This is an optimization exercise on Yosys and OpenROAD, whose aim is small area, a short achievable clock period and few clock cycles, not a production implementation.
Only simulation tests tie the RTL to the original design; equivalence was not proved.

==> flow/design.v (outline; a module is shown in full before it is edited, if it fits) <==
// module cellular_automaton_engine: 3884 lines
// module r30cell: 10 lines
// module r30nor: 7 lines
// module r30xnor: 7 lines
// module ceil8: 6 lines
// module subsm: 7 lines
// module add16c: 7 lines
// module holdmux: 8 lines
module cellular_automaton_engine (
    input  wire        clk,
    input  wire        rst,         
    input  wire        req_valid,
    output wire        req_ready,
    input  wire [63:0] req_data,
    output wire        rsp_valid,
    input  wire        rsp_ready,
    output wire [63:0] rsp_data
);
  // ...
==> flow/flow/run.sh <==
#!/bin/bash
# The standard ORFS layout (standard.sh: standard synthesis, floorplan,
# placement, CTS, routing, finish), with the setup repair asked to keep a
# larger margin under the design's clock period so that it works on the
# design's real critical paths. The SDC, clock period and I/O delays are
# the standard flow's, unchanged. make's full output goes to flow_make.log here; ORFS's
# per-step logs stay under orfs/logs/.
set -euo pipefail
cd "$(dirname "$0")/.."
bash standard.sh SETUP_SLACK_MARGIN=10 TNS_END_PERCENT=20 finish > flow_make.log 2>&1
==> flow/standard.sh <==
#!/bin/bash
# synth_recipe.tcl (not shown) runs the flow's synth.tcl, then flattens the netlist and writes it again
# the make line also repeats each setting of config.mk as NAME=value (left out here)
make -C /OpenROAD-flow-scripts/flow DESIGN_CONFIG=/design/flow/config.mk WORK_HOME=/design/flow/orfs CLKGATE_MAP_FILE= SYNTH_SCRIPT=/design/flow/synth_recipe.tcl "${@:-finish}"
==> flow/config.mk <==
export PLATFORM = sky130hd
export DESIGN_NAME = cellular_automaton_engine
export DESIGN_NICKNAME = cellular_automaton_engine
export VERILOG_FILES = /design/flow/design.v
export SDC_FILE = /design/flow/constraint.sdc
export NUM_CORES = 4
export LEC_CHECK = 0
export CAP_MARGIN = 20
export CORE_MARGIN = 2
export CORE_UTILIZATION = 50
export PLACE_DENSITY = 0.6
export SLEW_MARGIN = 20
export SYNTH_HIERARCHICAL = 1
export SYNTH_MINIMUM_KEEP_SIZE = 0
==> flow/constraint.sdc <==
create_clock -name core_clock -period 14.0 [get_ports {clk}]
set_input_delay 2.8000 -clock core_clock [delete_from_list [all_inputs] [get_ports {clk}]]
set_output_delay 2.8000 -clock core_clock [all_outputs]
set_load 0.01 [all_outputs]
==> flow_metrics.py, run 1 <==
metrics = {
    "outcome": {
        "status": "timing/DRC/antenna clean",
    },
    "sta": {
        "holdWs_ns": 0.3299,
        "hold_viol_final": 0,
        "fmax_ghz": 0.2301,
        "clock_skew_ns": 0.03093,
        "finalCritPeriodShare": 0.3104,
        "grt_setup_unrepaired": "yes",
        "worst_pin_slew_ns": 1.241,
        "fin_crit_ns": 4.345,
        "report.final.setup_viol": 0,
    },
    "yosys": {
        "syn_inst": 7701,
    },
    "worst_setup_path": {
        "arrival_ns": 4.96,
        "crit_chain": "clkinvlp_4, buf_4, fa_2, inv_2, fa_1, inv_1, fa_1, fa_1, ha_4, a211o_1, o221ai_1, o211ai_1, xor2_1, mux2_4, nand2_2, nand2_1",
        "path_buf_inv": 4,
        "startpoint": "q1[7]$_DFF_P_",
    },
    "min_path": {
        "hp-start": "q1d1[3]$_DFF_P_",
        "min_path_type": "register to register",
    },
    "floorplan": {
        "die_x_um": 386.1,
        "n_tap_cell": 1917,
    },
    "route": {
        "ant_nets": 0,
    },
    "finish": {
        "final_common_cell": "nor2_1",
        "buf_share": 0.07062,
        "stdcell_count": 10170,
        "n_fill_cell": 12630,
        "n_all_inverters": 742,
        "multi_input_area_share": 0.6156,
        "ff_latch_area_mm2": 0.01902,
    },
    "cts": {
        "post_cts_resized": 496,
        "cts_num_sinks": 758,
        "cts_tree": "yes",
        "path_clk_slew_ns": 0.06,
    },
    "flow_run": {
        "drv_cap": 0,
    },
    "global_routing": {
        "met1_usage": 0.4717,
        "grtUsageMet2": 0.5803,
    },
    "placed_design": {
        "placed_cell_area_mm2": 0.07593,
    },
}
Testbench counts, summed over its fixed seeds: cycles 2,882.
==> run 2: changes to the inputs <==
--- a/flow/design.v
+++ b/flow/design.v
@@ -3651,25 +3651,35 @@
             q3 <= req_data[63:48];
         end else begin
             q0 <= q0_next;
             q1 <= q1_hold;
             q2 <= q2_hold;
             q3 <= q3_hold;
         end
     end
-    integer i;
-    always @(posedge clk) begin
-        for (i = 0; i < N; i = i + 1) begin
-            if (s_en)
-                s[i] <= sh_two ? ((i == N - 1) ? rem : (i == N - 2) ? lo : s[(i + 2) % N]) :
-                        s_sh ? ((i == N - 1) ? s_in : s[(i + 1) % N]) :
-                        s_t1 ? pack(c1, i) : pack(c4, i);
-        end
+    reg [32*N-1:0] s_d;
+    wire [32*N-1:0] s_q, s_nx;
+    integer i, si;
+    always @* begin
+        for (si = 0; si < N; si = si + 1)
+            s_d[32*si +: 32] = sh_two ? ((si == N - 1) ? rem : (si == N - 2) ? lo : s[(si + 2) % N]) :
+                               s_sh ? ((si == N - 1) ? s_in : s[(si + 1) % N]) :
+                               s_t1 ? pack(c1, si) : pack(c4, si);
     end
+    genvar gq;
+    generate
+        for (gq = 0; gq < N; gq = gq + 1) begin : g_sq
+            assign s_q[32*gq +: 32] = s[gq];
+        end
+    endgenerate
+    holdmux #(.W(32*N)) u_s (.en(s_en), .d(s_d), .q(s_q), .y(s_nx));
+    always @(posedge clk)
+        for (i = 0; i < N; i = i + 1)
+            s[i] <= s_nx[32*i +: 32];
     function [63:0] hdr(input [7:0] status, input [7:0] opc, input [31:0] info);
         hdr = {info, 16'd0, opc, status};
     endfunction
     wire        h_ok_cmd = (h_opc == OP_READ_STATE) | (h_opc == OP_NEXT_U32) | (h_opc == OP_NEXT_U64) |
                            (h_opc == OP_FILL_BYTES) | (h_opc == OP_STEP);
     wire [7:0]  h_status = (h_opc == OP_LOAD_STATE) ? ST_INVALID_LENGTH :
                            h_ok_cmd ? (seeded ? ST_OK : ST_NOT_SEEDED) : ST_ILLEGAL_CMD;
     wire [31:0] h_infov  = (h_opc == OP_LOAD_STATE) ? N :
==> flow/flow/run.sh (replaced) <==
#!/bin/bash
# The standard ORFS layout (standard.sh: standard synthesis, floorplan,
# placement, CTS, routing, finish), with the setup repair asked to keep a
# larger margin under the design's clock period so that it works on the
# design's real critical paths. The SDC, clock period and I/O delays are
# the standard flow's, unchanged. make's full output goes to flow_make.log here; ORFS's
# per-step logs stay under orfs/logs/.
set -euo pipefail
cd "$(dirname "$0")/.."
bash standard.sh SETUP_SLACK_MARGIN=10 TNS_END_PERCENT=100 finish > flow_make.log 2>&1
==> flow_metrics.py, run 2 <==
metrics = {
    "worst_setup_path": {
        "startpoint_type": "register",
        "critPathRequiredTime_ns": 14.63,
        "crit_family": "adder cells",
        "critPathMaxStageDelay_ns": 0.55,
        "r2r-start": "acc_2_1_b[0]$_DFF_P_",
        "crit_chain": "ha_4, inv_2, fa_1, inv_2, fa_1, ha_4, fa_2, fa_2, a21o_4, a311oi_4, buf_4, o31ai_4, a21oi_2, xnor2_2, mux2_4, nand2_2, nand2_1",
        "critPathSlowestCell": "fa_1",
        "rrSetupSlack_ns": 9.70,
        "r2r_cells": 17,
        "criticalPathCategory": "register to register",
        "path_buf_inv": 3,
        "crit_fanout": 3,
        "arrival_ns": 4.93,
        "crit_path_end_kind": "register",
        "r2r-end": "q2[12]$_DFF_P_",
    },
    "sta": {
        "worst_pin_slew_ns": 1.081,
        "drv_slew": 0,
        "fin_crit_ns": 4.296,
        "hold_viol_final": 0,
        "grt_setup_unrepaired": "yes",
        "finalCritPeriodShare": 0.3069,
        "fin_ws_ns": 9.704,
        "relSlewSlack": 0.2700,
        "report.final.setup_viol": 0,
        "fmax_ghz": 0.2328,
        "setup_tns_ns": 0,
        "clock_skew_ns": 0.03970,
    },
    "finish": {
        "syn_to_final_growth_pct": 19.41,
        "largest_reg_flops": 288,
        "stdcell_count": 10490,
        "mostFrequentLayoutCells": "1406 x nor2_1, 894 x xnor2_1, 659 x inv_1",
        "reg_top3": "s x288, rsp_r x64",
        "nets": 9407,
        "fin_util": 0.5997,
        "regMostFlops": "s",
        "drive_above_1_share": 0.2408,
        "final_common_cell": "nor2_1",
    },
    "min_path": {
        "min_path_type": "register to register",
        "min_to": "q1d2[4]$_DFF_P_",
        "min_path_cells": 0,
        "hp-start": "q1d1[4]$_DFF_P_",
    },
    "floorplan": {
        "die_h_um": 388.7,
        "start_util": 0.5023,
        "num_rows": 141,
        "ioPinCount": 134,
        "core-area_mm2": 0.1473,
        "dieArea_mm2": 0.1511,
        "die_x_um": 388.7,
    },
    "global_routing": {
        "grt_overflow": 0,
        "grt_pass1_wl_mm": 415.3,
        "grt_max_degree": 192,
        "track_usage": 0.3728,
        "antenna_found_initial": 8,
        "grt_pass1_vias": 60650,
    },
    "cts": {
        "h-tree-depth": 3,
        "cts_root_buf": "clkbuf_16",
        "cts_buffers": 96,
        "cts_tree": "yes",
        "path_clk_slew_ns": 0.07,
        "cts_num_sinks": 758,
        "max-clock-path-buffers": 3,
        "insertion_delay_ns": 0.74,
    },
    "yosys": {
        "syn_avg_cell_area_um2": 9.156,
        "syn-cell-area_mm2": 0.07399,
        "yosysWarnings": 8,
        "syn_inst": 8081,
    },
    "flow_run": {
        "drv_cap": 0,
    },
    "route": {
        "vias": 61730,
        "vias_per_cell": 5.887,
        "firstDrtPassIters": 6,
        "ant_nets": 0,
        "routed_wl_mm": 288.9,
        "drtIter0Drc": 5689,
        "wl_per_cell_um": 27.55,
        "drc": 0,
    },
    "placed_design": {
        "dp_cells": 9889,
        "hpwl_mm": 213.1,
        "place_ws_ns": 7.733,
        "gp_congestion": 1.013,
        "port_buffers": 133,
    },
    "outcome": {
        "status": "timing/DRC/antenna clean",
    },
}
## run 2: timing repair
| item | in CTS | in global routing |
|---|---|---|
| buffers inserted | 213 | 181 |
| pin swaps | 135 | 224 |
| hold buffers | 0 | 0 |
| endpoints found under the setup margin | 632 | 362 |
| cloned | 16 | 3 |
| resized for setup | 1204 | 387 |
## run 2: cell type report
class | instances | area, um2
clock inverter | 50 | 658.1
multi-input combinational | 6281 | 57360
clock buffer | 129 | 2758
fill | 12840 | 58960
inverter | 708 | 2791
tap | 1930 | 2415
sequential | 758 | 16350
antenna | 5 | 12.51
timing repair buffer | 626 | 6006
## run 2: worst register-to-register path: stages (launching register included)
cell and delay, ns:
dfxtp_2 0.34, ha_4 0.26, inv_2 0.03, fa_1 0.50, inv_2 0.05, fa_1 0.55, ha_4 0.15, fa_2 0.49
fa_2 0.42, a21o_4 0.24, a311oi_4 0.23, buf_4 0.17, o31ai_4 0.08, a21oi_2 0.22, xnor2_2 0.10, mux2_4 0.27
nand2_2 0.05, nand2_1 0.05
## run 2: routing by layer
layer / vias up / wire length, um / GRT usage / share of wire
met2: 2745 / 129900 / 0.5820 / 0.45
met3: 719 / 23940 / 0.07235 / 0.083
li1: 27490 / - / - / -
met5: - / 9 / 0 / 0.000031
met4: 2 / 20700 / 0.2177 / 0.072
met1: 30780 / 114400 / 0.4812 / 0.40
## run 2: stage by stage
| stage | area [um2] | hold WS (ns) |
|---|---|---|
| after floorplan | 74650 | 0.3096 |
| final | 88350 | 0.3270 |
| after global placement | 76830 | 0.3138 |
| after detailed placement | 76830 | 0.3121 |
| after global routing | 88340 | 0.3339 |
| after CTS | 85270 | 0.3254 |
## run 2: how the worst max path moves through the flow
stage          cells after the start  slack, ns                 start           endpoint
4_1_cts                           16       9.78  acc_2_1_a[0]$_DFF_P_     q2[12]$_DFF_P_
5_1_grt                           18       9.59  acc_2_1_b[0]$_DFF_P_     q2[12]$_DFF_P_
6_report                          17       9.70  acc_2_1_b[0]$_DFF_P_     q2[12]$_DFF_P_
3_5_place_dp                       8       7.73             rsp_ready   s[1][22]$_DFF_P_
3_3_place_gp                       8       7.73             rsp_ready   s[1][17]$_DFF_P_
2_1_floorplan                     10       9.60          req_data[34]  rsp_r[42]$_DFF_P_
Testbench counts of run 2, summed over its fixed seeds: cycles 2,882.

## separate check: timing with driven ports
Ports are ideal in the flow. The routed layouts listed here were re-timed in OpenROAD. Step 1: set_driving_cell puts a clkbuf_16 on clk and a buf_2 on each other input, an assumption about the parent block. Step 2 moves the port delays by t, midway between the first and last clock arrival at a register: inputs arrive t later, outputs are due t later. That takes back most of the time a late clock gives input paths. a / b / c = ideal / step 1 / step 2; a / b = the first two.
run | shift t [ns] | setup WS [ns] | worst setup path at the end
run 1 | 0.799 | 9.655 / 9.655 / 8.984 | input to register
run 2 | 0.805 | 9.704 / 9.704 / 9.183 | input to register
After both steps setup and hold are still met in every run listed. The setup slack of run 1, which loses most, moves by 0.000 ns with the drivers and by -0.671 ns with both steps.
